Context: an optimization exercise on an open-source flow, tuned for small area, a short achievable clock period and few clock cycles. The choices shown serve that exercise and are no tape-out recipe. Only simulation tests tie the RTL to the original design; equivalence was not proved. No activity file was given, so power comes from the tool's default toggle rates.

## design/flow/design.v

```verilog
module lorenc (
    input  wire        clk,
    input  wire        rst,
    input  wire        op_valid,
    input  wire [1:0]  op_code,
    input  wire [7:0]  op_start,
    input  wire [8:0]  op_src_len,
    output wire        busy,
    output reg         done,
    output reg  [1:0]  status,
    input  wire        en,
    input  wire        tp_present,
    input  wire        ok,
    input  wire        tx_empty,
    output reg  [7:0]  tx_data,
    output reg         tx_valid,
    output reg         tx_last,
    output wire [8:0]  src_addr,
    output reg         src_re,
    input  wire [7:0]  src_data,
    input  wire        cfg_we,
    input  wire [1:0]  cfg_idx,
    input  wire [20:0] cfg_wdata,
    input  wire [2:0]  cfg_count,
    output reg         hb_req,
    output reg         log_evt,
    output reg  [2:0]  fault,
    output wire [8:0]  total,
    input  wire [7:0]  occ_idx,
    output wire        occ_bit
);
    localparam ST_DONE = 2'd0, ST_NOTREADY = 2'd1, ST_BACKP = 2'd2, ST_FAULTED = 2'd3;
    localparam S_IDLE   = 3'd0,
               S_INIT   = 3'd1,      
               S_IFIN   = 3'd2,
               S_CHK    = 3'd3,      
               S_RUN    = 3'd4,
               S_HB     = 3'd5,
               S_SETTLE = 3'd6,
               S_FIN    = 3'd7;
    integer i;
    reg  [18:0] stg [0:3];
    reg  [18:0] cfg [0:3];
    reg  [2:0]  n_ctrl;
    reg         force_chg;
    reg  [13:0] total_r;
    wire [2:0] w_dt = cfg_wdata[20:18];
    wire [1:0] w_am = cfg_wdata[17:16];
    wire [2:0] w_et = w_dt[2] ? {1'b1, w_dt[1:0]} :
                      (w_am == 2'd1) ? 3'd1 : (w_am == 2'd2) ? 3'd2 : 3'd0;
    wire [7:0] w_n  = (w_dt == 3'd7) ? 8'd0 : cfg_wdata[7:0];
    always @(posedge clk)
        if (cfg_we && !busy)
            stg[cfg_idx] <= {w_et, cfg_wdata[15:8], w_n};
    assign total = total_r[8:0];
    reg        occ_hit;
    reg [3:0]  o_np1;
    reg [8:0]  o_hi;
    reg [18:0] o_w;
    integer    oc;
    always @* begin
        occ_hit = 1'b0;
        for (oc = 0; oc < 4; oc = oc + 1) begin
            o_w = cfg[oc];
            case (o_w[18:16])
                3'd1:    o_np1 = o_w[7:4] - {3'd0, (o_w[3:0] == 4'd0)};
                3'd2:    o_np1 = 4'd1;
                3'd4:    o_np1 = 4'd3;
                3'd5:    o_np1 = 4'd7;
                3'd6:    o_np1 = 4'd15;
                default: o_np1 = 4'd0;
            endcase
            o_hi = {1'b0, o_w[15:8]} + {5'd0, o_np1};
            if (n_ctrl > oc && o_w[7:0] != 8'd0 &&
                occ_idx >= o_w[15:8] && {1'b0, occ_idx} <= o_hi)
                occ_hit = 1'b1;
        end
    end
    assign occ_bit = (occ_idx == 8'd0) | (occ_hit & (occ_idx != 8'd255));
    reg [2:0]  st;
    reg        is_alloff;
    reg        rst_fill;
    reg [7:0]  start_r;
    reg [8:0]  src_len_r;
    reg        en_r, tp_r, ok_r, txe_r;
    reg [3:0]  cnt;
    reg [2:0]  ci;
    reg        op_exh;           
    assign busy = (st != S_IDLE);
    reg  [2:0]  cu_c;
    wire [1:0]  pl_i   = (st == S_INIT) ? ci[1:0] : cu_c[1:0];
    wire [18:0] pl_w   = cfg[pl_i];
    wire [2:0]  pl_et  = pl_w[18:16];
    wire [7:0]  pl_u   = pl_w[15:8];
    wire [7:0]  pl_n   = pl_w[7:0];
    reg  [11:0] pl_eff;
    reg  [7:0]  pl_cpp;
    reg  [4:0]  pl_np;
    always @* begin
        if (pl_n == 8'd0) begin
            pl_eff = 12'd0; pl_cpp = 8'd0; pl_np = 5'd0;
        end else case (pl_et)
            3'd4: begin pl_eff = {2'b0, pl_n, 2'b0}; pl_cpp = pl_n; pl_np = 5'd4; end
            3'd5: begin pl_eff = {1'b0, pl_n, 3'b0}; pl_cpp = pl_n; pl_np = 5'd8; end
            3'd6: begin pl_eff = {pl_n, 4'b0};       pl_cpp = pl_n; pl_np = 5'd16; end
            3'd1: begin pl_eff = {4'b0, pl_n}; pl_cpp = 8'd16;
                        pl_np = {1'b0, pl_n[7:4]} + {4'b0, (pl_n[3:0] != 4'd0)}; end
            3'd2: begin pl_eff = {4'b0, pl_n}; pl_cpp = {1'b0, pl_n[7:1]}; pl_np = 5'd2; end
            default: begin pl_eff = {4'b0, pl_n}; pl_cpp = pl_n; pl_np = 5'd1; end
        endcase
    end
    wire [8:0] pl_last = {1'b0, pl_u} + {4'b0, pl_np} - 9'd1;
    wire       pl_bad  = (pl_np != 5'd0) && (pl_u == 8'd0 || pl_last > 9'd254);
    localparam CU_CTRL = 2'd0, CU_PASS = 2'd1, CU_RDY = 2'd2;
    reg [1:0]  cu_st;
    reg [4:0]  cu_p, cu_np;
    reg [7:0]  cu_cpp, cu_rem, cu_g0, cu_base, cu_unit, cu_len;
    reg [2:0]  cu_b;
    wire [7:0] cu_lenc  = (cu_cpp < cu_rem) ? cu_cpp : cu_rem;
    wire [3:0] cu_nb    = cu_lenc[7:4] + {3'b0, (cu_lenc[3:0] != 4'd0)};
    wire [7:0] cu_bbrel = cu_g0 + {1'b0, cu_b, 4'b0};
    wire [7:0] cu_brest = cu_len - {1'b0, cu_b, 4'b0};
    wire [4:0] cu_bn    = (cu_brest[7:4] != 4'd0) ? 5'd16 : {1'b0, cu_brest[3:0]};
    wire       cu_exh   = (cu_st == CU_CTRL) && (cu_c == n_ctrl);
    wire       cu_take;
    wire       cu_restart;
    always @(posedge clk) begin
        if (cu_restart) begin
            cu_st   <= CU_CTRL;
            cu_c    <= 3'd0;
            cu_base <= 8'd0;
        end else case (cu_st)
            CU_CTRL: begin
                if (cu_c == n_ctrl) begin
                    cu_c    <= 3'd0;
                    cu_base <= 8'd0;
                end else begin
                    cu_np   <= pl_np;
                    cu_cpp  <= pl_cpp;
                    cu_rem  <= pl_eff[7:0];
                    cu_g0   <= cu_base;
                    cu_base <= cu_base + pl_eff[7:0];
                    cu_unit <= pl_u;
                    cu_p    <= 5'd0;
                    cu_st   <= CU_PASS;
                end
            end
            CU_PASS: begin
                if (cu_p == cu_np) begin
                    cu_c  <= cu_c + 3'd1;
                    cu_st <= CU_CTRL;
                end else if (cu_lenc == 8'd0) begin
                    cu_p    <= cu_p + 5'd1;
                    cu_unit <= cu_unit + 8'd1;
                    cu_g0   <= cu_g0 + cu_cpp;
                    cu_rem  <= cu_rem - cu_cpp;
                end else begin
                    cu_len <= cu_lenc;
                    cu_b   <= cu_nb[2:0] - 3'd1;
                    cu_st  <= CU_RDY;
                end
            end
            default: begin
                if (cu_take) begin
                    if (cu_b == 3'd0) begin
                        cu_p    <= cu_p + 5'd1;
                        cu_unit <= cu_unit + 8'd1;
                        cu_g0   <= cu_g0 + cu_cpp;
                        cu_rem  <= cu_rem - cu_cpp;
                        cu_st   <= CU_PASS;
                    end else begin
                        cu_b <= cu_b - 3'd1;
                    end
                end
            end
        endcase
    end
    reg  [6:0]    ph;
    reg  [1023:0] ring;
    reg  [7:0]    tap_wr;
    reg  [7:0]    tap_wd;
    reg  [1023:0] ring_nx;
    always @* begin
        ring_nx = {ring[7:0], ring[1023:8]};
        for (i = 0; i < 8; i = i + 1)
            if (tap_wr[(i + 1) % 8])
                ring_nx[(16 * i + 15) * 8 +: 8] = tap_wd;
    end
    always @(posedge clk)
        ring <= ring_nx;
    reg        ib_act;
    reg [6:0]  ib_bb;
    reg [4:0]  ib_n, ib_cnt;
    reg [2:0]  ib_bk;
    reg [7:0]  ib_unit;
    reg        ib_plast;
    wire       issuing = (st == S_RUN) || (st == S_CHK && !is_alloff);
    wire [6:0] ph3     = ph + 7'd3;
    wire [3:0] is_j    = ph3[3:0] - ib_bb[3:0];
    wire [6:0] is_g    = ib_bb + {3'b0, is_j};
    wire       is_go   = ib_act && (is_alloff || ({1'b0, is_j} < ib_n));
    wire       is_fin  = is_go && (is_alloff || (ib_cnt == ib_n - 5'd1));
    wire       e_idle_nx;
    reg  [1:0] nout;
    wire       rb_full_w;
    wire [1:0] n_ahead = nout + {1'b0, rb_full_w};
    wire       ib_load = issuing && !op_exh && (cu_st == CU_RDY) &&
                         (!ib_act || is_fin) &&
                         (n_ahead == 2'd0 || (n_ahead == 2'd1 && e_idle_nx));
    assign cu_take = ib_load;
    reg        abort;
    reg        s1_v, s2_v, s3_v;
    reg [3:0]  s1_j, s2_j, s3_j;
    reg [2:0]  s1_m, s2_m, s3_m;
    reg        s1_f, s2_f, s3_f;    
    reg        s1_l, s2_l, s3_l;    
    reg [2:0]  s1_bk, s2_bk, s3_bk;
    reg [7:0]  s1_u, s2_u, s3_u;
    reg        s1_pl, s2_pl, s3_pl;
    reg [6:0]  src_a;
    reg [7:0]  sd_r;
    assign src_addr = {2'b0, src_a};
    always @(posedge clk) begin
        sd_r <= src_data;
        if (rst) begin
            ib_act <= 1'b0;
            nout   <= 2'd0;
            s1_v <= 1'b0; s2_v <= 1'b0; s3_v <= 1'b0;
            src_re <= 1'b0;
        end else begin
            s1_v  <= is_go && !abort;
            src_re <= is_go && !is_alloff;
            src_a <= is_g;
            s1_j  <= is_j;
            s1_m  <= is_g[6:4] - ph3[6:4];
            s1_f  <= (ib_cnt == 5'd0);
            s1_l  <= is_fin;
            s1_bk <= ib_bk;
            s1_u  <= ib_unit;
            s1_pl <= ib_plast;
            s2_v <= s1_v && !abort; s2_j <= s1_j; s2_m <= s1_m; s2_f <= s1_f; s2_l <= s1_l;
            s2_bk <= s1_bk; s2_u <= s1_u; s2_pl <= s1_pl;
            s3_v <= s2_v && !abort; s3_j <= s2_j; s3_m <= s2_m; s3_f <= s2_f; s3_l <= s2_l;
            s3_bk <= s2_bk; s3_u <= s2_u; s3_pl <= s2_pl;
            if (is_go)
                ib_cnt <= ib_cnt + 5'd1;
            if (abort)
                nout <= 2'd0;
            else
                nout <= nout + {1'b0, ib_load} - {1'b0, s3_v && s3_l};
            if (abort) begin
                ib_act <= 1'b0;
            end else if (ib_load) begin
                ib_act   <= 1'b1;
                ib_bb    <= start_r[6:0] + cu_bbrel[6:0];
                ib_n     <= cu_bn;
                ib_cnt   <= 5'd0;
                ib_bk    <= cu_b;
                ib_unit  <= cu_unit;
                ib_plast <= (cu_b == 3'd0);
            end else if (is_fin) begin
                ib_act <= 1'b0;
            end
        end
    end
    wire [7:0] tap_old = ring[{s3_m, 4'b0, 3'b0} +: 8];
    wire       p_off   = is_alloff;
    wire       p_ch    = (sd_r != tap_old) && !p_off;
    reg [127:0] rbV;
    reg [15:0]  rb_vm;
    reg         rb_chg, rb_full, rb_term, rb_off;
    reg [2:0]   rb_bk;
    reg [7:0]   rb_unit;
    reg         pchg;
    assign rb_full_w = rb_full;
    wire [15:0] p_jbit   = 16'd1 << s3_j;
    wire [15:0] vm_nx    = s3_v ? ((s3_f ? 16'd0 : rb_vm) | p_jbit) : rb_vm;
    wire        chg_nx   = (s3_f ? 1'b0 : rb_chg) | p_ch;
    wire        bank_chg = force_chg | chg_nx | p_off;
    wire        bank_trm = s3_pl && (pchg | bank_chg);
    wire        p_cmpl   = s3_v && s3_l && (bank_chg || bank_trm);
    wire        rb_avail = rb_full || p_cmpl;
    reg [127:0] rbV_nx;
    always @* begin
        rbV_nx = rbV;
        if (s3_v && !p_off)
            rbV_nx[{s3_j, 3'b0} +: 8] = sd_r;
    end
    always @* begin
        tap_wr = 8'd0;
        tap_wd = sd_r;
        if (st == S_INIT) begin
            tap_wr = 8'hFF;
            tap_wd = 8'hFF;
        end else if (s3_v && !p_off && st == S_RUN) begin
            tap_wr[s3_m] = 1'b1;
        end
    end
    wire e_load = e_idle_nx && rb_avail;
    always @(posedge clk) begin
        rbV   <= rbV_nx;
        rb_vm <= vm_nx;
        if (s3_v)
            rb_chg <= chg_nx;
        if (s3_v && s3_l) begin
            rb_term <= bank_trm;
            rb_off  <= p_off;
            rb_bk   <= s3_bk;
            rb_unit <= s3_u;
        end
        if (rst) begin
            rb_full <= 1'b0;
            pchg    <= 1'b0;
        end else begin
            if (e_load)
                rb_full <= 1'b0;
            else if (p_cmpl)
                rb_full <= 1'b1;
            if (st == S_IDLE)
                pchg <= 1'b0;
            else if (s3_v && s3_l)
                pchg <= s3_pl ? 1'b0 : (pchg | bank_chg);
        end
    end
    localparam E_O = 3'd0, E_Z = 3'd1, E_F = 3'd2, E_C = 3'd3, E_T = 3'd4, E_PRE = 3'd5;
    reg         e_act;
    reg [2:0]   e_ph;
    reg [2:0]   e_f;
    reg [7:0]   e_cval;
    reg [15:0]  e_pend;
    reg [127:0] eV;
    reg [15:0]  e_vm;
    reg         e_term, e_off;
    reg [2:0]   e_bk;
    reg [7:0]   e_unit;
    reg [15:0] z_v, f_v, c_v, mask;
    always @* begin
        for (i = 0; i < 16; i = i + 1) begin
            z_v[i]  = e_vm[i] && (eV[8*i +: 8] == 8'h00);
            f_v[i]  = e_vm[i] && (eV[8*i +: 8] == 8'hFF);
            c_v[i]  = e_vm[i] && (eV[8*i +: 8] != 8'h00) && (eV[8*i +: 8] != 8'hFF);
            mask[i] = e_vm[i] && (eV[8*i +: 8] == e_cval);
        end
    end
    wire has0  = |z_v;
    wire hasFF = |f_v;
    wire col   = |c_v;
    wire [2:0]  first_ph = (e_off || (!hasFF && !col)) ? E_O :
                           (col && has0) ? E_Z : hasFF ? E_F : E_C;
    wire [2:0]  r_ph     = (e_ph == E_PRE) ? first_ph : e_ph;
    wire [15:0] r_pend   = (e_ph == E_PRE) ? c_v : e_pend;
    reg [3:0] pri;
    always @* begin
        pri = 4'd0;
        for (i = 15; i >= 0; i = i - 1)
            if (r_pend[i]) pri = i[3:0];
    end
    wire [7:0] r_cval = (r_ph == E_Z) ? 8'h00 : (r_ph == E_F) ? 8'hFF : eV[{pri, 3'b0} +: 8];
    wire [7:0] lsb = mask[7:0];
    wire [7:0] msb = mask[15:8];
    wire       lz  = (lsb == 8'd0);
    wire       mz  = (msb == 8'd0);
    wire       bk0 = (e_bk == 3'd0);
    wire       e_set = (e_ph == E_Z) || (e_ph == E_C);
    reg [7:0] e_byte;
    reg [2:0] e_fnx;
    reg       e_lastf;
    always @* begin
        e_byte  = 8'h00;
        e_fnx   = e_f + 3'd1;
        e_lastf = 1'b0;
        case (e_f)
            3'd0: e_byte = 8'h00;
            3'd1: begin
                e_byte = (e_ph == E_T) ? 8'h00 : e_unit;
                e_lastf = (e_ph == E_T);
            end
            3'd2: begin
                if (e_ph == E_O) begin
                    e_byte  = bk0 ? 8'h41 : 8'h51;
                    e_lastf = bk0;
                    e_fnx   = 3'd4;
                end else begin
                    e_byte = bk0 ? ((!lz && !mz) ? 8'h31 : lz ? 8'h21 : 8'h11) : 8'h51;
                    if (e_set) e_byte = e_byte | 8'h02;
                    e_fnx = e_set ? 3'd3 : !bk0 ? 3'd4 : !lz ? 3'd5 : 3'd6;
                end
            end
            3'd3: begin
                e_byte = e_cval;
                e_fnx  = !bk0 ? 3'd4 : !lz ? 3'd5 : 3'd6;
            end
            3'd4: begin
                if (e_ph == E_O) begin
                    e_byte  = {5'b11000, e_bk};
                    e_lastf = 1'b1;
                end else begin
                    e_byte = {lz, mz, 3'b000, e_bk};
                    e_fnx  = !lz ? 3'd5 : 3'd6;
                end
            end
            3'd5: begin
                e_byte  = lsb;
                e_lastf = mz;
            end
            default: begin
                e_byte  = msb;
                e_lastf = 1'b1;
            end
        endcase
    end
    wire [15:0] pend_rest = e_pend & ~mask;
    reg  [2:0]  e_next;              
    always @* begin
        case (e_ph)
            E_Z:     e_next = hasFF ? E_F : (|e_pend) ? E_C : e_term ? E_T : E_PRE;
            E_F:     e_next = (|e_pend) ? E_C : e_term ? E_T : E_PRE;
            E_C:     e_next = (|pend_rest) ? E_C : e_term ? E_T : E_PRE;
            E_O:     e_next = e_term ? E_T : E_PRE;
            default: e_next = E_PRE;
        endcase
    end
    wire e_end = e_act && e_lastf && (e_next == E_PRE);
    assign e_idle_nx = !e_act || e_end;
    always @(posedge clk) begin
        if (rst) begin
            e_act    <= 1'b0;
            tx_valid <= 1'b0;
            tx_last  <= 1'b0;
        end else begin
            tx_valid <= 1'b0;
            tx_last  <= 1'b0;
            if (e_act) begin
                tx_valid <= 1'b1;
                tx_data  <= e_byte;
                tx_last  <= (e_ph == E_T) && (e_f == 3'd1);
                if (e_f[2:1] == 2'b00) begin
                    e_cval <= r_cval;
                    if (e_ph == E_PRE) begin
                        e_ph   <= first_ph;
                        e_pend <= c_v;
                    end
                end
                if (e_lastf) begin
                    e_f <= 3'd0;
                    if (e_ph == E_C)
                        e_pend <= pend_rest;
                    if (e_next == E_PRE)
                        e_act <= 1'b0;
                    else
                        e_ph <= e_next;
                end else begin
                    e_f <= e_fnx;
                end
            end
            if (e_load) begin
                e_act  <= 1'b1;
                eV     <= rbV_nx;
                e_vm   <= vm_nx;
                e_term <= p_cmpl ? bank_trm : rb_term;
                e_off  <= p_cmpl ? p_off : rb_off;
                e_bk   <= p_cmpl ? s3_bk : rb_bk;
                e_unit <= p_cmpl ? s3_u : rb_unit;
                e_ph   <= (p_cmpl ? !bank_chg : !rb_chg && !rb_off && !force_chg) ? E_T : E_PRE;
                if (e_act) begin
                    e_f <= 3'd0;
                end else begin
                    tx_valid <= 1'b1;
                    tx_data  <= 8'h00;
                    e_f      <= 3'd1;
                end
            end
        end
    end
    wire [14:0] frame_end = {7'd0, start_r} + {1'b0, total_r};
    wire        all_idle  = op_exh && !ib_act && !s1_v && !s2_v && !s3_v && !rb_full && !e_act;
    always @* begin
        abort = 1'b0;
        if (st == S_CHK) begin
            if (fault != 3'd0 || !(en_r && tp_r && ok_r))
                abort = 1'b1;
            else if (!is_alloff && (!txe_r || frame_end > {6'd0, src_len_r} || frame_end > 15'd128))
                abort = 1'b1;
        end
    end
    assign cu_restart = rst || (st == S_INIT) || abort;
    always @(posedge clk) begin
        if (rst) begin
            st        <= S_INIT;
            rst_fill  <= 1'b1;
            cnt       <= 4'd0;
            ci        <= 3'd0;
            ph        <= 7'd0;
            n_ctrl    <= 3'd0;
            force_chg <= 1'b1;
            fault     <= 3'd0;
            total_r   <= 14'd0;
            done      <= 1'b0;
            hb_req    <= 1'b0;
            log_evt   <= 1'b0;
            op_exh    <= 1'b0;
        end else begin
            ph      <= ph + 7'd1;
            done    <= 1'b0;
            hb_req  <= 1'b0;
            log_evt <= 1'b0;
            if (issuing && cu_exh)
                op_exh <= 1'b1;
            case (st)
            S_IDLE: begin
                if (op_valid) begin
                    start_r   <= op_start;
                    src_len_r <= op_src_len;
                    en_r      <= en;
                    tp_r      <= tp_present;
                    ok_r      <= ok;
                    txe_r     <= tx_empty;
                    status    <= ST_DONE;
                    op_exh    <= 1'b0;
                    is_alloff <= op_code[0];
                    case (op_code)
                    2'd0: st <= S_FIN;
                    2'd1: begin
                        n_ctrl    <= cfg_count;
                        cfg[0]    <= stg[0];
                        cfg[1]    <= stg[1];
                        cfg[2]    <= stg[2];
                        cfg[3]    <= stg[3];
                        force_chg <= 1'b1;
                        fault     <= 3'd0;
                        total_r   <= 14'd0;
                        rst_fill  <= 1'b0;
                        cnt       <= 4'd0;
                        ci        <= 3'd0;
                        st        <= S_INIT;
                    end
                    default: st <= S_CHK;
                    endcase
                end
            end
            S_INIT: begin
                cnt <= cnt + 4'd1;
                if (ci != n_ctrl) begin
                    total_r <= total_r + {2'b0, pl_eff};
                    if (fault == 3'd0 && pl_bad)
                        fault <= 3'd3;
                    ci <= ci + 3'd1;
                end
                if (cnt == 4'd15)
                    st <= rst_fill ? S_IDLE : S_IFIN;
            end
            S_IFIN: begin
                if (fault == 3'd0 && total_r > 14'd128)
                    fault <= 3'd4;
                if (fault != 3'd0 || total_r > 14'd128)
                    status <= ST_FAULTED;
                done <= 1'b1;
                st   <= S_IDLE;
            end
            S_CHK: begin
                if (fault != 3'd0) begin
                    status <= ST_FAULTED;
                    done   <= 1'b1;
                    st     <= S_IDLE;
                end else if (!(en_r && tp_r && ok_r)) begin
                    status <= ST_NOTREADY;
                    done   <= 1'b1;
                    st     <= S_IDLE;
                end else if (!is_alloff && !txe_r) begin
                    log_evt <= 1'b1;
                    status  <= ST_BACKP;
                    st      <= S_FIN;
                end else if (!is_alloff && (frame_end > {6'd0, src_len_r} || frame_end > 15'd128)) begin
                    fault  <= 3'd4;
                    status <= ST_FAULTED;
                    done   <= 1'b1;
                    st     <= S_IDLE;
                end else begin
                    st <= S_RUN;
                end
            end
            S_RUN: begin
                if (all_idle) begin
                    if (is_alloff) begin
                        st <= S_HB;
                    end else begin
                        force_chg <= 1'b0;
                        done      <= 1'b1;
                        st        <= S_IDLE;
                    end
                end
            end
            S_HB: begin
                hb_req <= 1'b1;
                cnt    <= 4'd0;
                st     <= S_SETTLE;
            end
            S_SETTLE: begin
                cnt <= cnt + 4'd1;
                if (cnt == 4'd15)
                    st <= S_FIN;
            end
            default: begin       
                done <= 1'b1;
                st   <= S_IDLE;
            end
            endcase
        end
    end
endmodule
```

## design/flow/run.sh

```bash
#!/bin/bash
# synth_recipe.tcl (not shown) runs the flow's synth.tcl, then flattens the netlist and writes it again
# the make line also repeats each setting of config.mk as NAME=value (left out here)
make -C /OpenROAD-flow-scripts/flow DESIGN_CONFIG=/design/flow/config.mk WORK_HOME=/design/flow/orfs CLKGATE_MAP_FILE= SYNTH_SCRIPT=/design/flow/synth_recipe.tcl finish
```

## design/flow/config.mk

```make
export PLATFORM = sky130hd
export DESIGN_NAME = lorenc
export DESIGN_NICKNAME = lorenc
export VERILOG_FILES = /design/flow/design.v
export SDC_FILE = /design/flow/constraint.sdc
export NUM_CORES = 4
export LEC_CHECK = 0
export CAP_MARGIN = 20
export CORE_MARGIN = 2
export CORE_UTILIZATION = 25
export PLACE_DENSITY = 0.45
export SLEW_MARGIN = 20
```

## design/flow/constraint.sdc

```tcl
create_clock -name core_clock -period 10.0 [get_ports {clk}]
set_input_delay 2.0000 -clock core_clock [delete_from_list [all_inputs] [get_ports {clk}]]
set_output_delay 2.0000 -clock core_clock [all_outputs]
set_load 0.01 [all_outputs]
```

==> flow_summary.toml, run 1 <==
[detailed_routing]
drc_errors = 0
drt-vias-per-instance = 4.28
drt_iter0_markers = 2364
first_pass_iters = 6
vias = 34600
routed_wl_um = 147000
final_antenna_net_count = 0
wire_per_inst_um = 18.2

[synthesis]
synth_seq_cells = 1778
synthArstFlopShare_pct = 0
netlist_instances = 4532
synth_edf_count = 536
ys_seq_area_share_pct = 68.0
synth_cell_types = 85
syn_area_um2 = 60200
ys_warn_count = 2
synthFlopType = "dfxtp_1"
syn_avg_cell_area_um2 = 13.3

[clock_network]
worstSkewPairLatency_ns = 0.85
cts-buffers-inserted = 184
cts_tree = "yes"
cts_sinks = 1778
cts.reportedPaths.clkPinSlew_ns = 0.06
clockBufferDepth = 3
cts_resized = 0
ctsHoldBuffers = 0
postCtsSetupBuffers = 0
cts_root_buffer = "clkbuf_16"
htreeDepth = 4

[setup_path]
critPathLaunch = "cfg[0][0]"
r2r_cells = 24
path_depth = 20
worst-path-max-fanout = 2
r2r-start = "st[2]"
crit_path_end_kind = "output port"
slowest_stage = "nor4_1"
r2r-end = "fault[1]"
crit_type = "flop to output port"
slowest_delay_ns = 0.75
cp.required_ns = 8.00
reg2reg_setup_slack_ns = 3.19
critical-path-top-delay-family = "compound AO/OA/AOI/OAI gates"
cp_common_cell = "o21a_1"
arrival_ns = 5.87
critPathBufInv = 3
path_cells = "nor4_1 > ha_1 > ha_1 > inv_1 > a21oi_1 > a21oi_1 > fa_1 > inv_1 > ha_1 > nor2b_1 > o21a_1 > o21a_1 > o21a_1 > o21a_1 > o21a_1 > o211ai_1 > nand4_1 > and4_1 > o21ai_0 > clkdlybuf4s50_1"
critPathCapture = "occ_bit"
worst_setup_path_start_kind = "flop"

[timing]
max_freq_ghz = 0.127
skew_ns = 0.0897
drv_slew = 0
timing.final.crit_period_ns = 7.87
fin_ws_ns = 2.13
finalHoldViolCount = 0
rsz0062_at_grt = "no"
setup_viol = 0
setup_tns_ns = 0
slew-limit-headroom_pct = 25.7
period_share_pct = 78.7
tightest_slew_ns = 1.10

[final_layout]
final_area_um2 = 71600
final_cell_mix = "1,242 x dfxtp_1, 536 x edfxtp_1, 270 x nand2_1, 206 x ha_1, 198 x xnor2_1"
fin_cells = 8086
drive_above_1_share_pct = 11.8
nets = 5038
final_common_cell = "dfxtp_1"
nFillCells = 24300
synthToLayoutAreaGrowth_pct = 18.8

[power_and_ir_drop]
power_density_nw_per_um2 = 243
power_mw = 17.4
p_leak_nw = 27.3
vdd_drop_max_mv = 0.154

[die]
start_util_pct = 25.1
fp.coreArea_um2 = 240000
rows = 180
die_w_um = 495
io_pins = 108
die_area_um2 = 245000
die_h_um = 495

[run]
drv_cap = 0

[place]
port_buffers = 105
place_area_um2 = 65200
place_ws_ns = 2.56
place_hpwl_um = 103000
place_congestion = 0.939
dp_cells = 7745

[status]
outcome = "no timing/DRC/antenna violations"

[grt]
grt_pass1_vias = 34800
antenna_found_initial = 4
grt_max_degree = 114
grt_usage_pct = 11.9
grt_pass1_wl_um = 222000
grt_overflow = 0

[min_path]
hold_path.class = "flop to flop"
-- layer usage --
| layer | GRT usage (%) | up-vias | part of all wire [%] |
|---|---|---|---|
| met3 | 2.12 | 233 | 4.1 |
| met2 | 19.1 | 768 | 46 |
| met5 | 0 | - | 0 |
| li1 | - | 16600 | - |
| met1 | 16.4 | 17000 | 48 |
| met4 | 3.57 | 0 | 2.5 |
-- flip-flops by register name, summed over array words and instances, names as in the netlist, 9 cells and up --
name and flops:
rb_vm 16, e_pend 16, stg 76, cfg 76
src_len_r 9, total_r 14, ring 1024, eV 128
e_vm 16, rbV 128
-- worst min path at each step --
stage,startpoint,end,slack [ns],depth (start not counted)
after floorplan,ring[8],ring[0],0.31,0
after global placement,ring[621],ring[613],0.31,0
after detailed placement,ring[266],ring[258],0.31,0
after CTS,ring[821],ring[813],0.28,0
after global routing,ring[821],ring[813],0.28,0
final,ring[241],ring[233],0.27,0
-- power breakdown --
part | internal, mW | switching (mW)
combinational | 0.669 | 1.08
clock | 4.02 | 2.91
sequential | 8.38 | 0.331
-- area by class of cell --
class,count,area (um^2),share of cell area [%]
Antenna cell,1,2.50,0.00350
Clock buffer,249,5160,7.21
Clock inverter,89,1140,1.59
Inverter,196,738,1.03
Multi-Input combinational cell,2418,18000,25.2
Sequential cell,1778,41000,57.2
Tap cell,3185,3990,5.57
Timing Repair Buffer,170,1570,2.19
-- worst reg2reg max path, stage by stage, from the launching register on --
cell	delay [ns]
dfxtp_1	0.95
or3b_4	0.32
buf_4	0.57
a21o_1	0.81
a211oi_1	0.21
o22ai_1	0.35
or2_2	0.19
ha_1	0.17
ha_1	0.19
xor2_1	0.18
a21oi_1	0.08
or3_1	0.40
ha_1	0.31
inv_1	0.07
ha_1	0.29
a21o_1	0.17
a21oi_1	0.21
o21bai_1	0.09
a21o_1	0.18
a21o_1	0.17
a21oi_1	0.16
xor2_1	0.08
a31oi_1	0.24
nor3_1	0.08
nor4_1	0.28
-- logic make-up (layout without fill, tap and decap cells) --
group,count (synthesis),count (layout),share of synthesized area (%)
simple gates,937,937,7.67
buf+inv,337,704,2.32
xor+xnor,271,271,3.94
flops,1778,1778,68.0
mux,329,329,6.13
fa+ha+maj,221,221,4.78
other cells,1,3,0.00622
compound gates,658,658,7.18
-- synthesized netlist by cell type, types with 21 or more instances --
| cell type | instances | area, um^2 |
|---|---|---|
| nand2b_1 | 22 | 138 |
| o211ai_1 | 24 | 180 |
| nand2_1 | 270 | 1010 |
| nor2_1 | 184 | 691 |
| a21o_1 | 55 | 413 |
| o21ai_0 | 145 | 726 |
| o22ai_1 | 21 | 131 |
| nor2b_1 | 46 | 288 |
| a211oi_1 | 59 | 443 |
| buf_2 | 28 | 140 |
| ha_1 | 206 | 2580 |
| xnor2_1 | 198 | 1730 |
| mux2_2 | 152 | 1710 |
| inv_1 | 195 | 732 |
| nor4_1 | 65 | 407 |
| clkbuf_1 | 81 | 304 |
| a21oi_1 | 145 | 726 |
| edfxtp_1 | 536 | 16100 |
| and2_1 | 28 | 175 |
| dfxtp_1 | 1242 | 24900 |
| nand3_1 | 79 | 395 |
| a31oi_1 | 25 | 156 |
| nor3_1 | 72 | 360 |
| o21a_1 | 29 | 218 |
| nand4_1 | 76 | 475 |
| xor2_1 | 73 | 639 |
| mux2i_1 | 159 | 1590 |
-- per-stage QoR --
step / utilization, % / hold slack [ns]
after floorplan: - / 0.310
after global placement: 27.2 / 0.310
after detailed placement: 27.2 / 0.312
after CTS: 29.8 / 0.278
after global routing: 29.8 / 0.280
final: 29.8 / 0.270
Testbench counts, summed over its fixed seeds: cycles 73,799.
==> inputs of run 2 (changes only) <==
--- a/design/flow/design.v
+++ b/design/flow/design.v
@@ -55,6 +55,4 @@
     assign total = total_r[8:0];
+    reg  [7:0] hi8 [0:3];
     reg        occ_hit;
-    reg [3:0]  o_np1;
-    reg [8:0]  o_hi;
-    reg [18:0] o_w;
     integer    oc;
@@ -62,19 +60,30 @@
         occ_hit = 1'b0;
-        for (oc = 0; oc < 4; oc = oc + 1) begin
-            o_w = cfg[oc];
-            case (o_w[18:16])
-                3'd1:    o_np1 = o_w[7:4] - {3'd0, (o_w[3:0] == 4'd0)};
-                3'd2:    o_np1 = 4'd1;
-                3'd4:    o_np1 = 4'd3;
-                3'd5:    o_np1 = 4'd7;
-                3'd6:    o_np1 = 4'd15;
-                default: o_np1 = 4'd0;
-            endcase
-            o_hi = {1'b0, o_w[15:8]} + {5'd0, o_np1};
-            if (n_ctrl > oc && o_w[7:0] != 8'd0 &&
-                occ_idx >= o_w[15:8] && {1'b0, occ_idx} <= o_hi)
+        for (oc = 0; oc < 4; oc = oc + 1)
+            if (occ_idx >= cfg[oc][15:8] && occ_idx <= hi8[oc])
                 occ_hit = 1'b1;
-        end
     end
-    assign occ_bit = (occ_idx == 8'd0) | (occ_hit & (occ_idx != 8'd255));
+    assign occ_bit = (occ_idx == 8'd0) | occ_hit;
+    reg [3:0]  h_np1;
+    reg [8:0]  h_hi;
+    reg [18:0] h_w;
+    always @(posedge clk)
+        if (st == S_INIT)
+            for (oc = 0; oc < 4; oc = oc + 1) begin
+                h_w = cfg[oc];
+                case (h_w[18:16])
+                    3'd1:    h_np1 = h_w[7:4] - {3'd0, (h_w[3:0] == 4'd0)};
+                    3'd2:    h_np1 = 4'd1;
+                    3'd4:    h_np1 = 4'd3;
+                    3'd5:    h_np1 = 4'd7;
+                    3'd6:    h_np1 = 4'd15;
+                    default: h_np1 = 4'd0;
+                endcase
+                h_hi = {1'b0, h_w[15:8]} + {5'd0, h_np1};
+                if (n_ctrl <= oc || h_w[7:0] == 8'd0)
+                    hi8[oc] <= 8'd0;
+                else if (h_hi > 9'd254)
+                    hi8[oc] <= 8'd254;
+                else
+                    hi8[oc] <= h_hi[7:0];
+            end
     reg [2:0]  st;
@@ -87,2 +96,3 @@
     reg [2:0]  ci;
+    reg        init_f;           
     reg        op_exh;           
@@ -90,3 +100,6 @@
     reg  [2:0]  cu_c;
-    wire [1:0]  pl_i   = (st == S_INIT) ? ci[1:0] : cu_c[1:0];
+    reg  [1:0]  cu_st;
+    wire [2:0]  cu_c1 = cu_c + 3'd1;
+    localparam CU_CTRL = 2'd0, CU_PASS = 2'd1, CU_RDY = 2'd2;
+    wire [1:0]  pl_i   = init_f ? ci[1:0] : (cu_st == CU_RDY) ? cu_c1[1:0] : cu_c[1:0];
     wire [18:0] pl_w   = cfg[pl_i];
@@ -113,4 +126,2 @@
     wire       pl_bad  = (pl_np != 5'd0) && (pl_u == 8'd0 || pl_last > 9'd254);
-    localparam CU_CTRL = 2'd0, CU_PASS = 2'd1, CU_RDY = 2'd2;
-    reg [1:0]  cu_st;
     reg [4:0]  cu_p, cu_np;
@@ -126,2 +137,8 @@
     wire       cu_restart;
+    wire [4:0] cu_p1    = cu_p + 5'd1;
+    wire [7:0] cu_rem1  = cu_rem - cu_cpp;
+    wire [7:0] cu_len1  = (cu_cpp < cu_rem1) ? cu_cpp : cu_rem1;
+    wire [3:0] cu_nb1   = cu_len1[7:4] + {3'b0, (cu_len1[3:0] != 4'd0)};
+    wire [7:0] cu_len0  = (pl_cpp < pl_eff[7:0]) ? pl_cpp : pl_eff[7:0];
+    wire [3:0] cu_nb0   = cu_len0[7:4] + {3'b0, (cu_len0[3:0] != 4'd0)};
     always @(posedge clk) begin
@@ -152,6 +169,6 @@
                 end else if (cu_lenc == 8'd0) begin
-                    cu_p    <= cu_p + 5'd1;
+                    cu_p    <= cu_p1;
                     cu_unit <= cu_unit + 8'd1;
                     cu_g0   <= cu_g0 + cu_cpp;
-                    cu_rem  <= cu_rem - cu_cpp;
+                    cu_rem  <= cu_rem1;
                 end else begin
@@ -164,10 +181,27 @@
                 if (cu_take) begin
-                    if (cu_b == 3'd0) begin
-                        cu_p    <= cu_p + 5'd1;
+                    if (cu_b != 3'd0) begin
+                        cu_b <= cu_b - 3'd1;
+                    end else if (cu_p1 != cu_np) begin
+                        cu_p    <= cu_p1;
                         cu_unit <= cu_unit + 8'd1;
                         cu_g0   <= cu_g0 + cu_cpp;
-                        cu_rem  <= cu_rem - cu_cpp;
-                        cu_st   <= CU_PASS;
+                        cu_rem  <= cu_rem1;
+                        cu_len  <= cu_len1;
+                        cu_b    <= cu_nb1[2:0] - 3'd1;
+                        if (cu_len1 == 8'd0)
+                            cu_st <= CU_PASS;
+                    end else if (cu_c1 != n_ctrl && cu_len0 != 8'd0) begin
+                        cu_c    <= cu_c1;
+                        cu_np   <= pl_np;
+                        cu_cpp  <= pl_cpp;
+                        cu_rem  <= pl_eff[7:0];
+                        cu_g0   <= cu_base;
+                        cu_base <= cu_base + pl_eff[7:0];
+                        cu_unit <= pl_u;
+                        cu_p    <= 5'd0;
+                        cu_len  <= cu_len0;
+                        cu_b    <= cu_nb0[2:0] - 3'd1;
                     end else begin
-                        cu_b <= cu_b - 3'd1;
+                        cu_c  <= cu_c1;
+                        cu_st <= CU_CTRL;
                     end
@@ -179,3 +213,7 @@
     reg  [1023:0] ring;
-    reg  [7:0]    tap_wr;
+    localparam TB = 3;               
+    localparam TS = 1 << TB;
+    localparam NT = 128 / TS;
+    localparam MW = 7 - TB;
+    reg  [NT-1:0] tap_wr;
     reg  [7:0]    tap_wd;
@@ -184,5 +222,5 @@
         ring_nx = {ring[7:0], ring[1023:8]};
-        for (i = 0; i < 8; i = i + 1)
-            if (tap_wr[(i + 1) % 8])
-                ring_nx[(16 * i + 15) * 8 +: 8] = tap_wd;
+        for (i = 0; i < NT; i = i + 1)
+            if (tap_wr[(i + 1) % NT])
+                ring_nx[(TS * i + TS - 1) * 8 +: 8] = tap_wd;
     end
@@ -193,2 +231,3 @@
     reg [4:0]  ib_n, ib_cnt;
+    reg [15:0] ib_iss;
     reg [2:0]  ib_bk;
@@ -198,5 +237,17 @@
     wire [6:0] ph3     = ph + 7'd3;
-    wire [3:0] is_j    = ph3[3:0] - ib_bb[3:0];
+    wire [TB-1:0] is_j0 = ph3[TB-1:0] - ib_bb[TB-1:0];
+    reg  [3:0] is_j;
+    reg        is_ok;
+    integer    kk;
+    always @* begin
+        is_j  = 4'd0;
+        is_ok = 1'b0;
+        for (kk = 16 / TS - 1; kk >= 0; kk = kk - 1)
+            if ({1'b0, is_j0} + TS * kk < ib_n && !ib_iss[is_j0 + TS * kk]) begin
+                is_j  = is_j0 + TS * kk;
+                is_ok = 1'b1;
+            end
+    end
     wire [6:0] is_g    = ib_bb + {3'b0, is_j};
-    wire       is_go   = ib_act && (is_alloff || ({1'b0, is_j} < ib_n));
+    wire       is_go   = ib_act && (is_alloff || is_ok);
     wire       is_fin  = is_go && (is_alloff || (ib_cnt == ib_n - 5'd1));
@@ -204,7 +255,7 @@
     reg  [1:0] nout;
-    wire       rb_full_w;
-    wire [1:0] n_ahead = nout + {1'b0, rb_full_w};
+    wire       rb_full_w, rq_full_w;
+    wire [2:0] n_ahead = {1'b0, nout} + {2'b0, rb_full_w} + {2'b0, rq_full_w};
     wire       ib_load = issuing && !op_exh && (cu_st == CU_RDY) &&
                          (!ib_act || is_fin) &&
-                         (n_ahead == 2'd0 || (n_ahead == 2'd1 && e_idle_nx));
+                         (n_ahead[2:1] == 2'd0 || (n_ahead == 3'd2 && !e_act));
     assign cu_take = ib_load;
@@ -213,3 +264,3 @@
     reg [3:0]  s1_j, s2_j, s3_j;
-    reg [2:0]  s1_m, s2_m, s3_m;
+    reg [MW-1:0] s1_m, s2_m, s3_m;
     reg        s1_f, s2_f, s3_f;    
@@ -234,3 +285,3 @@
             s1_j  <= is_j;
-            s1_m  <= is_g[6:4] - ph3[6:4];
+            s1_m  <= is_g[6:TB] - ph3[6:TB];
             s1_f  <= (ib_cnt == 5'd0);
@@ -244,4 +295,6 @@
             s3_bk <= s2_bk; s3_u <= s2_u; s3_pl <= s2_pl;
-            if (is_go)
+            if (is_go) begin
                 ib_cnt <= ib_cnt + 5'd1;
+                ib_iss[is_j] <= 1'b1;
+            end
             if (abort)
@@ -257,2 +310,3 @@
                 ib_cnt   <= 5'd0;
+                ib_iss   <= 16'd0;
                 ib_bk    <= cu_b;
@@ -265,3 +319,3 @@
     end
-    wire [7:0] tap_old = ring[{s3_m, 4'b0, 3'b0} +: 8];
+    wire [7:0] tap_old = ring[{s3_m, {TB{1'b0}}, 3'b0} +: 8];
     wire       p_off   = is_alloff;
@@ -289,6 +343,6 @@
     always @* begin
-        tap_wr = 8'd0;
+        tap_wr = {NT{1'b0}};
         tap_wd = sd_r;
         if (st == S_INIT) begin
-            tap_wr = 8'hFF;
+            tap_wr = {NT{1'b1}};
             tap_wd = 8'hFF;
@@ -298,3 +352,27 @@
     end
-    wire e_load = e_idle_nx && rb_avail;
+    reg [127:0] rqV;
+    reg [15:0]  rq_vm;
+    reg         rq_full, rq_term, rq_off, rq_tonly;
+    reg [2:0]   rq_bk;
+    reg [7:0]   rq_unit;
+    assign rq_full_w = rq_full;
+    wire e_load  = e_idle_nx && rq_full;
+    wire rq_load = rb_avail && (!rq_full || e_load);
+    always @(posedge clk) begin
+        if (rq_load) begin
+            rqV      <= rbV_nx;
+            rq_vm    <= vm_nx;
+            rq_term  <= p_cmpl ? bank_trm : rb_term;
+            rq_off   <= p_cmpl ? p_off : rb_off;
+            rq_bk    <= p_cmpl ? s3_bk : rb_bk;
+            rq_unit  <= p_cmpl ? s3_u : rb_unit;
+            rq_tonly <= p_cmpl ? !bank_chg : (!rb_chg && !rb_off && !force_chg);
+        end
+        if (rst)
+            rq_full <= 1'b0;
+        else if (rq_load)
+            rq_full <= 1'b1;
+        else if (e_load)
+            rq_full <= 1'b0;
+    end
     always @(posedge clk) begin
@@ -314,3 +392,3 @@
         end else begin
-            if (e_load)
+            if (rq_load)
                 rb_full <= 1'b0;
@@ -335,9 +413,9 @@
     reg [7:0]   e_unit;
-    reg [15:0] z_v, f_v, c_v, mask;
+    reg [15:0] z_v, f_v, c_v, mask_c, mask;
     always @* begin
         for (i = 0; i < 16; i = i + 1) begin
-            z_v[i]  = e_vm[i] && (eV[8*i +: 8] == 8'h00);
-            f_v[i]  = e_vm[i] && (eV[8*i +: 8] == 8'hFF);
-            c_v[i]  = e_vm[i] && (eV[8*i +: 8] != 8'h00) && (eV[8*i +: 8] != 8'hFF);
-            mask[i] = e_vm[i] && (eV[8*i +: 8] == e_cval);
+            z_v[i]    = e_vm[i] && (eV[8*i +: 8] == 8'h00);
+            f_v[i]    = e_vm[i] && (eV[8*i +: 8] == 8'hFF);
+            c_v[i]    = e_vm[i] && (eV[8*i +: 8] != 8'h00) && (eV[8*i +: 8] != 8'hFF);
+            mask_c[i] = e_vm[i] && (eV[8*i +: 8] == e_cval);
         end
@@ -436,3 +514,3 @@
                 tx_last  <= (e_ph == E_T) && (e_f == 3'd1);
-                if (e_f[2:1] == 2'b00) begin
+                if (e_f == 3'd0) begin
                     e_cval <= r_cval;
@@ -443,2 +521,4 @@
                 end
+                if (e_f == 3'd1)
+                    mask <= mask_c;
                 if (e_lastf) begin
@@ -457,16 +537,10 @@
                 e_act  <= 1'b1;
-                eV     <= rbV_nx;
-                e_vm   <= vm_nx;
-                e_term <= p_cmpl ? bank_trm : rb_term;
-                e_off  <= p_cmpl ? p_off : rb_off;
-                e_bk   <= p_cmpl ? s3_bk : rb_bk;
-                e_unit <= p_cmpl ? s3_u : rb_unit;
-                e_ph   <= (p_cmpl ? !bank_chg : !rb_chg && !rb_off && !force_chg) ? E_T : E_PRE;
-                if (e_act) begin
-                    e_f <= 3'd0;
-                end else begin
-                    tx_valid <= 1'b1;
-                    tx_data  <= 8'h00;
-                    e_f      <= 3'd1;
-                end
+                eV     <= rqV;
+                e_vm   <= rq_vm;
+                e_term <= rq_term;
+                e_off  <= rq_off;
+                e_bk   <= rq_bk;
+                e_unit <= rq_unit;
+                e_ph   <= rq_tonly ? E_T : E_PRE;
+                e_f    <= 3'd0;
             end
@@ -475,3 +549,3 @@
     wire [14:0] frame_end = {7'd0, start_r} + {1'b0, total_r};
-    wire        all_idle  = op_exh && !ib_act && !s1_v && !s2_v && !s3_v && !rb_full && !e_act;
+    wire        all_idle  = op_exh && !ib_act && !s1_v && !s2_v && !s3_v && !rb_full && !rq_full && !e_act;
     always @* begin
@@ -489,2 +563,3 @@
             st        <= S_INIT;
+            init_f    <= 1'b1;
             rst_fill  <= 1'b1;
@@ -535,2 +610,3 @@
                         st        <= S_INIT;
+                        init_f    <= 1'b1;
                     end
@@ -548,4 +624,6 @@
                 end
-                if (cnt == 4'd15)
-                    st <= rst_fill ? S_IDLE : S_IFIN;
+                if (cnt == 4'd15) begin
+                    st     <= rst_fill ? S_IDLE : S_IFIN;
+                    init_f <= 1'b0;
+                end
             end
--- a/design/flow/config.mk
+++ b/design/flow/config.mk
@@ -9,4 +9,4 @@
 export CORE_MARGIN = 2
-export CORE_UTILIZATION = 25
-export PLACE_DENSITY = 0.45
+export CORE_UTILIZATION = 45
+export PLACE_DENSITY = 0.6
 export SLEW_MARGIN = 20
==> run 2 against run 1 <==
Effect of this change:
- still clean
- setup slack better by 0.44 ns
- flip-flop and latch count is 227 higher
- non-clock buffer count is 3 lower
- total power is 3.9% lower
- critical endpoint unchanged
- largest cell class unchanged
- highest routed layer unchanged
==> flow_summary.toml, run 2 <==
[synthesis]
ys_seq_area_share_pct = 67.9
synth_edf_count = 761
netlist_instances = 5378
synth_top_area_share_pct = 35.4
syn_avg_cell_area_um2 = 13.1
synth_most_common_cell = "dfxtp_1"
synth_top_cell_by_area = "dfxtp_1"
yosys-top-cells-count = "1,244 x dfxtp_1, 761 x edfxtp_1, 476 x nand2_1, 265 x nor2_1, 231 x ha_1"
synthArstFlopShare_pct = 0
synth_area_leaders = "dfxtp_1 35%, edfxtp_1 32%, ha_1 4.1%"
synth_cell_types = 88
ys_warn_count = 3
synth_seq_cells = 2005
syn_area_um2 = 70300
synthFlopType = "dfxtp_1"

[timing]
rsz0062_at_grt = "no"
drv_slew = 0
setup_tns_ns = 0
timing.final.crit_period_ns = 7.43
setup_viol = 0
tightest_slew_ns = 1.21
max_freq_ghz = 0.135
fin_hold_ws_ns = 0.289
skew_ns = 0.0715
finalHoldViolCount = 0
fin_ws_ns = 2.57
slew-limit-headroom_pct = 18.4
period_share_pct = 74.3

[power_and_ir_drop]
power.share.switching_pct = 22.0
seq_power_share_pct = 51.0
switching_power_mw = 3.68
vdd_drop_max_mv = 0.207
power_mw = 16.7
power_frac_clock_pct = 44.3
p_leak_nw = 30.9
p_int_mw = 13.0
power_density_nw_per_um2 = 208
combPwrFrac_pct = 4.7

[final_layout]
final_common_cell = "dfxtp_1"
synthToLayoutAreaGrowth_pct = 14.4
fin_cells = 7773
drive_above_1_share_pct = 10.4
final_cell_mix = "1,241 x dfxtp_1, 761 x edfxtp_1, 474 x nand2_1, 259 x nor2_1, 231 x ha_1"
multiInputGateArea_um2 = 21100
ff_latch_area_um2 = 47800
nFillCells = 13100
final_area_um2 = 80500
largest_register_ff_count = 1024
max_flop_register = "ring"
finish.utilization_pct = 51.7
nets = 5866

[clock_network]
cts.reportedPaths.clkPinSlew_ns = 0.06
cts-buffers-inserted = 191
ctsHoldBuffers = 0
worstSkewPairLatency_ns = 0.86
clockBufferDepth = 3
htreeDepth = 4
cts_resized = 0
cts_sinks = 2005
cts_root_buffer = "clkbuf_16"
postCtsSetupBuffers = 0
cts_tree = "yes"

[setup_path]
reg2reg_setup_slack_ns = 2.71
r2r-start = "cu_st[1]"
cp.required_ns = 8.00
r2r-end = "cu_rem[1]"
r2r_cells = 20
worst-path-max-fanout = 8
crit_path_end_kind = "output port"
worst_setup_path_start_kind = "primary input"
crit_type = "primary input to output port"
arrival_ns = 5.43

[detailed_routing]
routed_wl_um = 164000
drt-vias-per-instance = 5.23
drt_iter0_markers = 3230
final_antenna_net_count = 0
vias = 40700
drc_errors = 0
first_pass_iters = 6
wire_per_inst_um = 21.1

[grt]
grt_overflow = 0
grt_pass1_wl_um = 247000
grt_max_degree = 158
grt_usage_pct = 20.6
use_met3_pct = 3.43
grt_pass1_vias = 39600
busiest_layer = "met2"
grt_util_met1_pct = 27.8
antenna_found_initial = 8
met2_usage_pct = 33.0

[die]
start_util_pct = 45.2
rows = 145
die_area_um2 = 159000
die_h_um = 399
io_pins = 108
die_w_um = 399
fp.coreArea_um2 = 156000

[min_path]
hold_depth = 0
worstHoldStart = "ring[435]"
holdPathEnd = "ring[427]"
hold_path.class = "flop to flop"

[place]
place_ws_ns = 2.48
place_hpwl_um = 116000
place_area_um2 = 73800
dp_cells = 7414
port_buffers = 105
place_congestion = 0.951

[run]
drv_cap = 0

[status]
outcome = "no timing/DRC/antenna violations"
run 2: cell types whose count changed after synthesis, sizes merged, moves of 28 or more:
cell    change
o21ai      +35
nor2       +80
nand2     +206
nand3      +77
edfxtp    +225
a211oi     -30
clkbuf     +69
a21oi      +69
mux4       +28
run 2: power by group through the flow:
| stage | combinational, mW | sequential (mW) | clock (mW) |
|---|---|---|---|
| final | 0.791 | 8.52 | 7.41 |
| after global routing | 0.881 | 8.52 | 7.91 |
| after CTS | 0.796 | 8.52 | 7.58 |
| after detailed placement | 0.794 | 8.70 | 0 |
| after global placement | 0.784 | 8.70 | 0 |
| after floorplan | 0.529 | 8.68 | 0 |
run 2: how the worst max path moves through the flow:
stage                     end  depth (start not counted)  slack (ns)  startpoint
global placement      occ_bit                         15        2.46  occ_idx[0]
CTS                   occ_bit                         15        2.46  occ_idx[0]
detailed placement    occ_bit                         15        2.48  occ_idx[0]
floorplan               eV[0]                          3        0.38         rst
global route        cu_rem[1]                         20        2.06    cu_st[1]
finish                occ_bit                         15        2.57  occ_idx[0]
run 2: logic make-up after synthesis:
group           count (synthesis)  synth area share, %
mux                           342                 5.88
fa+ha+maj                     248                 4.59
simple gates                 1348                 9.11
buf+inv                       408                 2.28
compound gates                752                 6.82
flops                        2005                 67.9
other cells                     1              0.00533
xor+xnor                      274                 3.41
run 2: worst max-delay path, stage by stage:
cell             delay [ns]
clkdlybuf4s50_1        0.43
inv_1                  0.31
ha_1                   0.29
nand2b_1               0.13
a21o_1                 0.17
a21o_1                 0.16
a21o_1                 0.18
a21o_1                 0.17
a21o_1                 0.16
a21oi_1                0.15
nor2b_1                0.06
o21ai_0                0.16
o21ai_0                0.14
a2111o_1               0.39
clkdlybuf4s50_1        0.51
run 2: per-layer routing:
metal	wire length, um	part of all wire, %	vias up
met3	7970	4.9	284
met1	73600	45	19800
met5	0	0	-
met4	6090	3.7	0
li1	-	-	19600
met2	76600	47	1033
run 2: final cells by class:
cell class | instances | share of cell area (%)
diodes | 1 | 0.00311
clock inverters | 94 | 1.52
repair buffers | 167 | 1.89
well taps | 2058 | 3.20
flip-flops and latches | 2005 | 59.4
multi-input cells | 2966 | 26.2
clock buffers | 264 | 6.80
inverters | 218 | 1.02
Testbench counts of run 2, summed over its fixed seeds: cycles 58,493.
==> inputs of run 3 (changes only) <==
--- a/design/flow/config.mk
+++ b/design/flow/config.mk
@@ -9,4 +9,4 @@
 export CORE_MARGIN = 2
-export CORE_UTILIZATION = 45
-export PLACE_DENSITY = 0.6
+export CORE_UTILIZATION = 25
+export PLACE_DENSITY = 0.45
 export SLEW_MARGIN = 20
==> run 3 against run 2 <==
Effect of this change:
- routed wire length grew 13%
- combinational power increased by 2%
- setup slack got worse by 0.097 ns
- critical path depth unchanged
- register-to-register slack got worse by 0.12 ns
- total power grew 3.0%
- critical path type unchanged
- die area increased by 79%
- still clean
==> flow_summary.toml, run 3 <==
[grt]
grt_usage_pct = 12.7
grt_max_degree = 159
antenna_found_initial = 25
grt_pass1_wl_um = 273000
met2_usage_pct = 19.6
grt_util_met1_pct = 18.0
grt_pass1_vias = 40600
use_met3_pct = 2.15
busiest_layer = "met2"
grt_overflow = 0

[final_layout]
nets = 5878
nFillCells = 28200
synthToLayoutAreaGrowth_pct = 18.0
finish.utilization_pct = 29.7
max_flop_register = "ring"
final_common_cell = "dfxtp_1"
fin_cells = 9457
ff_latch_area_um2 = 47800
multiInputGateArea_um2 = 21100
largest_register_ff_count = 1024
final_area_um2 = 83000
final_cell_mix = "1,236 x dfxtp_1, 761 x edfxtp_1, 474 x nand2_1, 260 x nor2_1, 231 x ha_1"
drive_above_1_share_pct = 10.7

[detailed_routing]
final_antenna_net_count = 0
drt-vias-per-instance = 4.33
routed_wl_um = 185000
drt_iter0_markers = 2901
vias = 41000
drc_errors = 0
first_pass_iters = 6
wire_per_inst_um = 19.6

[synthesis]
synth_cell_types = 88
synth_edf_count = 761
ys_seq_area_share_pct = 67.9
ys_warn_count = 3
synth_top_area_share_pct = 35.4
synth_most_common_cell = "dfxtp_1"
synthArstFlopShare_pct = 0
netlist_instances = 5378
syn_area_um2 = 70300
yosys-top-cells-count = "1,244 x dfxtp_1, 761 x edfxtp_1, 476 x nand2_1, 265 x nor2_1, 231 x ha_1"
synthFlopType = "dfxtp_1"
synth_top_cell_by_area = "dfxtp_1"
synth_seq_cells = 2005
synth_area_leaders = "dfxtp_1 35%, edfxtp_1 32%, ha_1 4.1%"
syn_avg_cell_area_um2 = 13.1

[timing]
tightest_slew_ns = 1.36
period_share_pct = 75.3
setup_viol = 0
timing.final.crit_period_ns = 7.53
max_freq_ghz = 0.133
rsz0062_at_grt = "no"
slew-limit-headroom_pct = 9.30
setup_tns_ns = 0
drv_slew = 0
finalHoldViolCount = 0
skew_ns = 0.0486
fin_hold_ws_ns = 0.291
fin_ws_ns = 2.47

[power_and_ir_drop]
power_mw = 17.2
vdd_drop_max_mv = 0.181
power_density_nw_per_um2 = 207
p_leak_nw = 31.1

[status]
outcome = "no timing/DRC/antenna violations"

[die]
die_h_um = 534
rows = 194
start_util_pct = 25.2
fp.coreArea_um2 = 280000
die_area_um2 = 286000
io_pins = 108
die_w_um = 534

[setup_path]
path_cells = "clkdlybuf4s50_1 > inv_1 > ha_1 > nand2b_1 > a21o_1 > a21o_1 > a21o_1 > a21o_1 > a21o_1 > a21oi_1 > nor2b_1 > o21ai_0 > o21ai_0 > a2111o_1 > clkdlybuf4s50_1"
arrival_ns = 5.53
reg2reg_setup_slack_ns = 2.59
cp_common_cell = "a21o_1"
crit_path_end_kind = "output port"
worst_setup_path_start_kind = "primary input"
critPathBufInv = 3
slowest_stage = "clkdlybuf4s50_1"
crit_type = "primary input to output port"
worst-path-max-fanout = 8
slowest_delay_ns = 0.54
critical-path-top-delay-family = "compound AO/OA/AOI/OAI gates"
cp.required_ns = 8.00

[min_path]
hold_path.class = "flop to flop"

[place]
place_congestion = 0.894
place_ws_ns = 2.32
port_buffers = 105
dp_cells = 9077
place_hpwl_um = 131000
place_area_um2 = 75900

[clock_network]
cts_tree = "yes"
cts.reportedPaths.clkPinSlew_ns = 0.06
clockBufferDepth = 3
worstSkewPairLatency_ns = 0.85
postCtsSetupBuffers = 0
ctsHoldBuffers = 0
cts_resized = 0
cts_sinks = 2005
cts-buffers-inserted = 206
htreeDepth = 4
cts_root_buffer = "clkbuf_16"

[run]
drv_cap = 0
-- run 3: metal layers --
metal  up-vias  share of wire (%)
li1      19600                  -
met1     20100                 49
met2       988                 44
met3       303                4.4
met4        12                2.9
met5         -              0.033
-- run 3: path summary, 6_finish.rpt --
path                                 start        end  depth (start not counted)
worst min-delay path             ring[761]  ring[753]                          0
worst min register to register   ring[761]  ring[753]                          0
worst max register to register    cu_st[1]   cu_g0[1]                         20
worst max-delay path            occ_idx[0]    occ_bit                         15
-- run 3: layout make-up --
class                   instances  area share, %
well taps                    3724           5.61
clock buffers                 281           7.09
diodes                          5         0.0151
clock inverters                94           1.49
inverters                     218          0.989
repair buffers                164           1.82
multi-input cells            2966           25.4
flip-flops and latches       2005           57.6
-- run 3: power breakdown --
group	internal (mW)	switching, mW	leakage [nW]	total, mW
sequential	8.49	0.0434	17.3	8.53
combinational	0.301	0.509	10.3	0.810
clock	4.67	3.21	3.49	7.88
total	13.5	3.76	31.1	17.2
-- run 3: logic make-up (layout without fill, tap and decap cells) --
family          Yosys count  after routing  synth area share, %
mux                     342            342                 5.88
fa+ha+maj               248            248                 4.59
simple gates           1348           1348                 9.11
flops                  2005           2005                 67.9
other cells               1              7              0.00533
buf+inv                 408            757                 2.28
compound gates          752            752                 6.82
xor+xnor                274            274                 3.41

==> re-timing with driven ports <==
The results above use ideal ports. As a check the final layouts listed here were re-extracted and re-timed, cells and wires unchanged. Step 1 sets driving cells, clkbuf_16 on the clock port and buf_2 on the other inputs (assumed; they add their load-dependent delay and slew). Step 2 times the ports against the registers' clock, not the clock port: input delays grow and output delays shrink by t, the midpoint of the rising clock arrivals with the driver on. a / b / c = ideal / step 1 / step 2; a / b = the first two.
run	t (ns)	setup WS [ns]	hold slack, ns	worst setup path at the end	clock arrival spread, ns
run 1	0.890	2.126 / 2.044 / 2.546	0.270 / 0.270 / 0.270	input to output	0.090 / 0.090
run 2	0.905	2.566 / 2.472 / 2.472	0.289 / 0.289 / 0.289	input to output	0.073 / 0.072
run 3	0.914	2.469 / 2.295 / 2.295	0.291 / 0.291 / 0.291	input to output	0.054 / 0.054
After both steps every run listed still meets setup and hold. For run 3, which loses most, drivers alone change the setup slack by -0.174 ns; drivers and shift together by -0.174 ns.
